This design comes from an exercise in tuning for small area, a short achievable clock period and few clock cycles per item on the open sky130 flow, not from production work. RTL that was checked went through simulation tests only; none was proved equivalent to the original. Power is estimated from default activity; no workload was simulated.

## therm_conv
module therm_conv (
    input  wire        clk,
    input  wire        rst,
    input  wire        in_valid,
    output wire        in_ready,
    input  wire [4:0]  in_chan,
    input  wire [15:0] in_rail,
    input  wire [15:0] in_v,
    input  wire [15:0] in_range,
    output wire        out_valid,
    input  wire        out_ready,
    output wire        out_ok,
    output wire [7:0]  out_temp
);
Settings: LEC_CHECK=0, CAP_MARGIN=20, CORE_MARGIN=2, CORE_UTILIZATION=65, CTS_BUF_LIST=sky130_fd_sc_hd__clkbuf_16, CTS_CLUSTER_DIAMETER=60, CTS_CLUSTER_SIZE=24, SLEW_MARGIN=20, SYNTH_MEMORY_MAX_BITS=16384; clock period 10.0 ns.
standard.sh (not shown) runs the stock make flow with config.mk's settings and CLKGATE_MAP_FILE= SYNTH_SCRIPT=/design/flow/synth_recipe.tcl, a recipe that flattens the netlist after the stock synthesis.
==> flow/flow/run.sh <==
#!/bin/bash
# Layout flow: the standard flow (standard.sh), with timing repair aiming
# below the clock period (a larger setup-slack margin), so that the achieved
# period shrinks.  Each tool's full output is in the ORFS logs under orfs/logs;
# make's own output goes to flow_make.log.
set -euo pipefail
export SETUP_SLACK_MARGIN=6.65
bash ./standard.sh finish > flow_make.log 2>&1
Edit:
--- a/flow/design.v
+++ b/flow/design.v
@@ -243,51 +243,52 @@
     reg [17:0] f4_q, f4_t; reg [5:0] f4_p; reg f4_ok, f4_cls, f4_v;
     always @(posedge clk) begin f4_q <= f3_q; f4_t <= e4_b ? e4_t1 : e4_t0; f4_p <= {f3_p, e4_b}; f4_ok <= f3_ok; f4_cls <= f3_cls; f4_v <= f3_v & ~rst; end
     wire        e5_b = (f4_q <= f4_t);
     wire [17:0] e5_t0;
     therm_rom_l7_6_0 u_l7_6_0 (.cls(f4_cls), .p(f4_p), .th(e5_t0));
     wire [17:0] e5_t1;
     therm_rom_l7_6_1 u_l7_6_1 (.cls(f4_cls), .p(f4_p), .th(e5_t1));
     reg [17:0] f5_q, f5_t; reg [6:0] f5_p; reg f5_ok, f5_cls, f5_v;
     always @(posedge clk) begin f5_q <= f4_q; f5_t <= e5_b ? e5_t1 : e5_t0; f5_p <= {f4_p, e5_b}; f5_ok <= f4_ok; f5_cls <= f4_cls; f5_v <= f4_v & ~rst; end
     wire        e6_b = (f5_q <= f5_t);
-    reg [7:0] f6_p; reg f6_ok, f6_v;
-    always @(posedge clk) begin f6_p <= {f5_p, e6_b}; f6_ok <= f5_ok; f6_v <= f5_v & ~rst; end
+    wire [7:0] f6_p = {f5_p, e6_b};
+    wire       f6_ok = f5_ok, f6_v = f5_v;
     wire        e_v = f6_v;
     wire [7:0]  e_d = f6_ok ? (f6_p ^ 8'h80) : 8'h80;
-    reg  [7:0]  mem [0:25];
+    reg  [7:0]  mem [0:24];
     reg  [4:0]  wp, rp;
     reg         fne;       
     reg         ov;
     reg  [8:0]  od;
     reg  [4:0]  cnt;     
-    wire [7:0]  hd   = fne ? mem[rp] : e_d;
-    wire        hok  = (hd != 8'h80);
+    wire [7:0]  md   = mem[rp];
+    wire        mok  = (md != 8'h80);
+    wire [8:0]  hd   = fne ? {mok, mok ? md : 8'h00} : {f6_ok, f6_ok ? (f6_p ^ 8'h80) : 8'h00};
     wire        hv   = fne | e_v;
     wire        ld   = ~ov | out_ready;
     wire        pop  = ld & hv;
     wire        dlv  = ov & out_ready;
-    wire [4:0]  wp1 = (wp == 5'd25) ? 5'd0 : wp + 1'b1;
-    wire [4:0]  rp1 = (rp == 5'd25) ? 5'd0 : rp + 1'b1;
+    wire [4:0]  wp1 = (wp == 5'd24) ? 5'd0 : wp + 1'b1;
+    wire [4:0]  rp1 = (rp == 5'd24) ? 5'd0 : rp + 1'b1;
     always @(posedge clk) begin
         if (e_v) mem[wp] <= e_d;
-        if (ld) od <= {hok, hok ? hd : 8'h00};
+        if (ld) od <= hd;
         if (rst) begin
             wp <= 0; rp <= 0; fne <= 1'b0; ov <= 1'b0; cnt <= 0; rdy <= 1'b1;
         end else begin
             if (e_v) wp <= wp1;
             if (pop) rp <= rp1;
             if (e_v & ~pop) fne <= 1'b1;
             else if (pop & ~e_v) fne <= (rp1 != wp);
             if (ld) ov <= hv;
             case ({acc, dlv})
-                2'b10:   begin cnt <= cnt + 1'b1; rdy <= (cnt + 1 < 27); end
-                2'b01:   begin cnt <= cnt - 1'b1; rdy <= (cnt - 1 < 27); end
-                default: rdy <= (cnt < 27);
+                2'b10:   begin cnt <= cnt + 1'b1; rdy <= (cnt + 1 < 26); end
+                2'b01:   begin cnt <= cnt - 1'b1; rdy <= (cnt - 1 < 26); end
+                default: rdy <= (cnt < 26);
             endcase
         end
     end
     assign in_ready  = rdy;
     assign out_valid = ov;
     assign out_ok    = od[8];
     assign out_temp  = od[7:0];
 endmodule
After rerunning: Cell area is about the same. Final cell count came out higher by 2.2%. Sequential power came out lower by about 2%. Die area came out higher by 0.85%. Clock skew came out higher by 0.019 ns. Total power came out higher by 1.1%. First-iteration DRC count came out lower by 8.0%. Synthesized area came out higher by 0.86%. Core utilization came out lower by 0.13 points. Wire length came out higher by 0.98%. Count of clock-buffer cells in the layout came out higher by 7. Combinational power hardly moves.
No run of this note included a check of the RTL's function; only the layout flow was run.

========
Setup of job 5201:
Another version of the RTL of therm_conv (not shown whole).
Size in the first run: roughly 5,700 cells after synthesis, ~68 I/O pins, roughly 60,000 um^2 of cells after synthesis.
clock: 10.0 ns
lec_check: 0
cap_margin: 20
core_margin: 2
core_utilization: 65
cts_buf_list: sky130_fd_sc_hd__clkbuf_16
cts_cluster_diameter: 60
cts_cluster_size: 24
slew_margin: 20
synth_memory_max_bits: 16384
==> flow/flow/run.sh <==
#!/bin/bash
# Layout flow: the standard flow (standard.sh), with timing repair aiming
# below the clock period (a larger setup-slack margin), so that the achieved
# period shrinks.  Each tool's full output is in the ORFS logs under orfs/logs;
# make's own output goes to flow_make.log.
set -euo pipefail
export SETUP_SLACK_MARGIN=6.8
bash ./standard.sh finish > flow_make.log 2>&1
Job 5201 went all the way through the flow, and no timing, DRC or antenna check failed.
Testbench counts of job 5201, summed over its fixed seeds: cycles 1,800, items 1,600.
Setup changes, job 5201 to job 7846
-- flow/design.v --
<<< job 5201, line 1
module therm_rom_l2_2 (input wire cls, input wire [1:0] p, output wire [17:0] th);
    wire [2:0] a = {cls, p};
    assign th = (a[2] ? (a[1] ? (a[0] ? 18'd10782 : 18'd17379) : 18'd229375) : (a[1] ? (a[0] ? 18'd11152 : 18'd17727) : (a[0] ? 18'd160839 : 18'd229375)));
endmodule
module therm_rom_l3_3 (input wire cls, input wire [2:0] p, output wire [17:0] th);
    wire [3:0] a = {cls, p};
    assign th = (a[3] ? (a[2] ? (a[1] ? (a[0] ? 18'd10501 : 18'd11270) : (a[0] ? 18'd13871 : 18'd25103)) : (a[1] ? (a[0] ? 18'd97779 : 18'd229375) : 18'd229375)) : (a[2] ? (a[1] ? (a[0] ? 18'd10790 : 18'd11737) : (a[0] ? 18'd14472 : 18'd24186)) : (a[1] ? (a[0] ? 18'd73111 : 18'd229375) : 18'd229375)));
endmodule
module therm_rom_l4_3_0 (input wire cls, input wire [2:0] p, output wire [17:0] th);
>>> job 7846, line 1
module therm_rom_l2 (input wire cls, input wire [1:0] p, output wire [17:0] th);
    wire [2:0] a = {cls, p};
    assign th = (a[2] ? (a[1] ? (a[0] ? 18'd10782 : 18'd17379) : 18'd229375) : (a[1] ? (a[0] ? 18'd11152 : 18'd17727) : (a[0] ? 18'd160839 : 18'd229375)));
endmodule
module therm_rom_l3_2_0 (input wire cls, input wire [1:0] p, output wire [17:0] th);
    wire [2:0] a = {cls, p};
    assign th = (a[2] ? (a[1] ? (a[0] ? 18'd11270 : 18'd25103) : 18'd229375) : (a[1] ? (a[0] ? 18'd11737 : 18'd24186) : 18'd229375));
endmodule
module therm_rom_l3_2_1 (input wire cls, input wire [1:0] p, output wire [17:0] th);
    wire [2:0] a = {cls, p};
    assign th = (a[2] ? (a[1] ? (a[0] ? 18'd10501 : 18'd13871) : (a[0] ? 18'd97779 : 18'd229375)) : (a[1] ? (a[0] ? 18'd10790 : 18'd14472) : (a[0] ? 18'd73111 : 18'd229375)));
endmodule
module therm_rom_l4_3_0 (input wire cls, input wire [2:0] p, output wire [17:0] th);
<<< job 5201, line 207
    assign e0_b[1] = e0_le[0];
    assign e0_b[0] = (e0_b[1] ? e0_le[2] : e0_le[1]);
    reg [17:0] f0_q; reg [1:0] f0_p; reg f0_ok, f0_cls, f0_v;
    always @(posedge clk) begin f0_q <= q; f0_p <= e0_b; f0_ok <= q_ok; f0_cls <= q_cls; f0_v <= q_v & ~rst; end
    wire [17:0] e1_th;
    therm_rom_l2_2 u_l2_2 (.cls(f0_cls), .p(f0_p), .th(e1_th));
    wire        e1_b = (f0_q <= e1_th);
    reg [17:0] f1_q; reg [2:0] f1_p; reg f1_ok, f1_cls, f1_v;
    always @(posedge clk) begin f1_q <= f0_q; f1_p <= {f0_p, e1_b}; f1_ok <= f0_ok; f1_cls <= f0_cls; f1_v <= f0_v & ~rst; end
    wire [17:0] e2_th;
    therm_rom_l3_3 u_l3_3 (.cls(f1_cls), .p(f1_p), .th(e2_th));
    wire        e2_b = (f1_q <= e2_th);
    wire [17:0] e2_t0;
    therm_rom_l4_3_0 u_l4_3_0 (.cls(f1_cls), .p(f1_p), .th(e2_t0));
>>> job 7846, line 211
    assign e0_b[1] = e0_le[0];
    assign e0_b[0] = (e0_b[1] ? e0_le[2] : e0_le[1]);
    wire [17:0] e0_tn;
    therm_rom_l2 u_l2 (.cls(q_cls), .p(e0_b), .th(e0_tn));
    reg [17:0] f0_q, f0_t; reg [1:0] f0_p; reg f0_ok, f0_cls, f0_v;
    always @(posedge clk) begin f0_q <= q; f0_t <= e0_tn; f0_p <= e0_b; f0_ok <= q_ok; f0_cls <= q_cls; f0_v <= q_v & ~rst; end
    wire        e1_b = (f0_q <= f0_t);
    wire [17:0] e1_t0;
    therm_rom_l3_2_0 u_l3_2_0 (.cls(f0_cls), .p(f0_p), .th(e1_t0));
    wire [17:0] e1_t1;
    therm_rom_l3_2_1 u_l3_2_1 (.cls(f0_cls), .p(f0_p), .th(e1_t1));
    reg [17:0] f1_q, f1_t; reg [2:0] f1_p; reg f1_ok, f1_cls, f1_v;
    always @(posedge clk) begin f1_q <= f0_q; f1_t <= e1_b ? e1_t1 : e1_t0; f1_p <= {f0_p, e1_b}; f1_ok <= f0_ok; f1_cls <= f0_cls; f1_v <= f0_v & ~rst; end
    wire        e2_b = (f1_q <= f1_t);
    wire [17:0] e2_t0;
    therm_rom_l4_3_0 u_l4_3_0 (.cls(f1_cls), .p(f1_p), .th(e2_t0));
Job 7846 completed; timing, DRC and antenna clean
Worst slew margin relative to its limit, job 7846 and job 5201, lower one = job 5201.
Taking job 5201 as the reference, in job 7846 number of cells after detailed placement went up 2.1%; number of buffers inserted for hold repair after clock tree synthesis held; setup slack after layout went up 0.025 ns; area of combinational cells with multiple inputs went up about 1.1%; area growth from synthesis to layout held.
Relative to job 5201, the routed wire length on met3 of job 7846 is lower by about 2%.
The area of the placeable core of job 7846 is higher than that of job 5201.
Post-synthesis net count | job 7846 above job 5201
In job 7846, number of global-route vias before repair is lower than in job 5201.
Changes observed in job 7846 relative to job 5201: final critical delay including setup and external delays now smaller; total power comparable.
The transition time of the tightest slew-check pin number comes out lower for job 7846 vs job 5201.
Testbench counts of job 7846, summed over its fixed seeds: cycles 1,800, items 1,600.

-- separate check: timing with driven ports --
The flow's constraints put no driver on any port. The routed layouts listed below were extracted and timed again, unchanged, in two steps.
Step 1: set_driving_cell puts a clkbuf_16 on clk and a buf_2 on each other input, an assumption about the parent block.
Step 2 times the ports against the registers' clock, not the clock port: input delays grow and output delays shrink by t, the midpoint of the rising clock arrivals with the driver on.
a / b / c = ideal ports / drivers / drivers and shift; a / b = the first two.
run | t (ns) | setup slack, ns | worst setup path at the end | cell pins on the clock port's net
the first run of note 1 | 0.757 | 6.546 / 6.546 / 5.995 | input to register | 1
the second run of note 1 | 0.759 | 6.708 / 6.638 / 6.001 | input to register | 1
job 5201 | 0.744 | 6.725 / 6.654 / 6.091 | input to register | 1
job 7846 | 0.750 | 6.750 / 6.685 / 6.059 | input to register | 1
After both steps setup and hold are still met in every run listed. For the second run of note 1, which loses most, drivers alone change the setup slack by -0.070 ns; drivers and shift together by -0.707 ns.
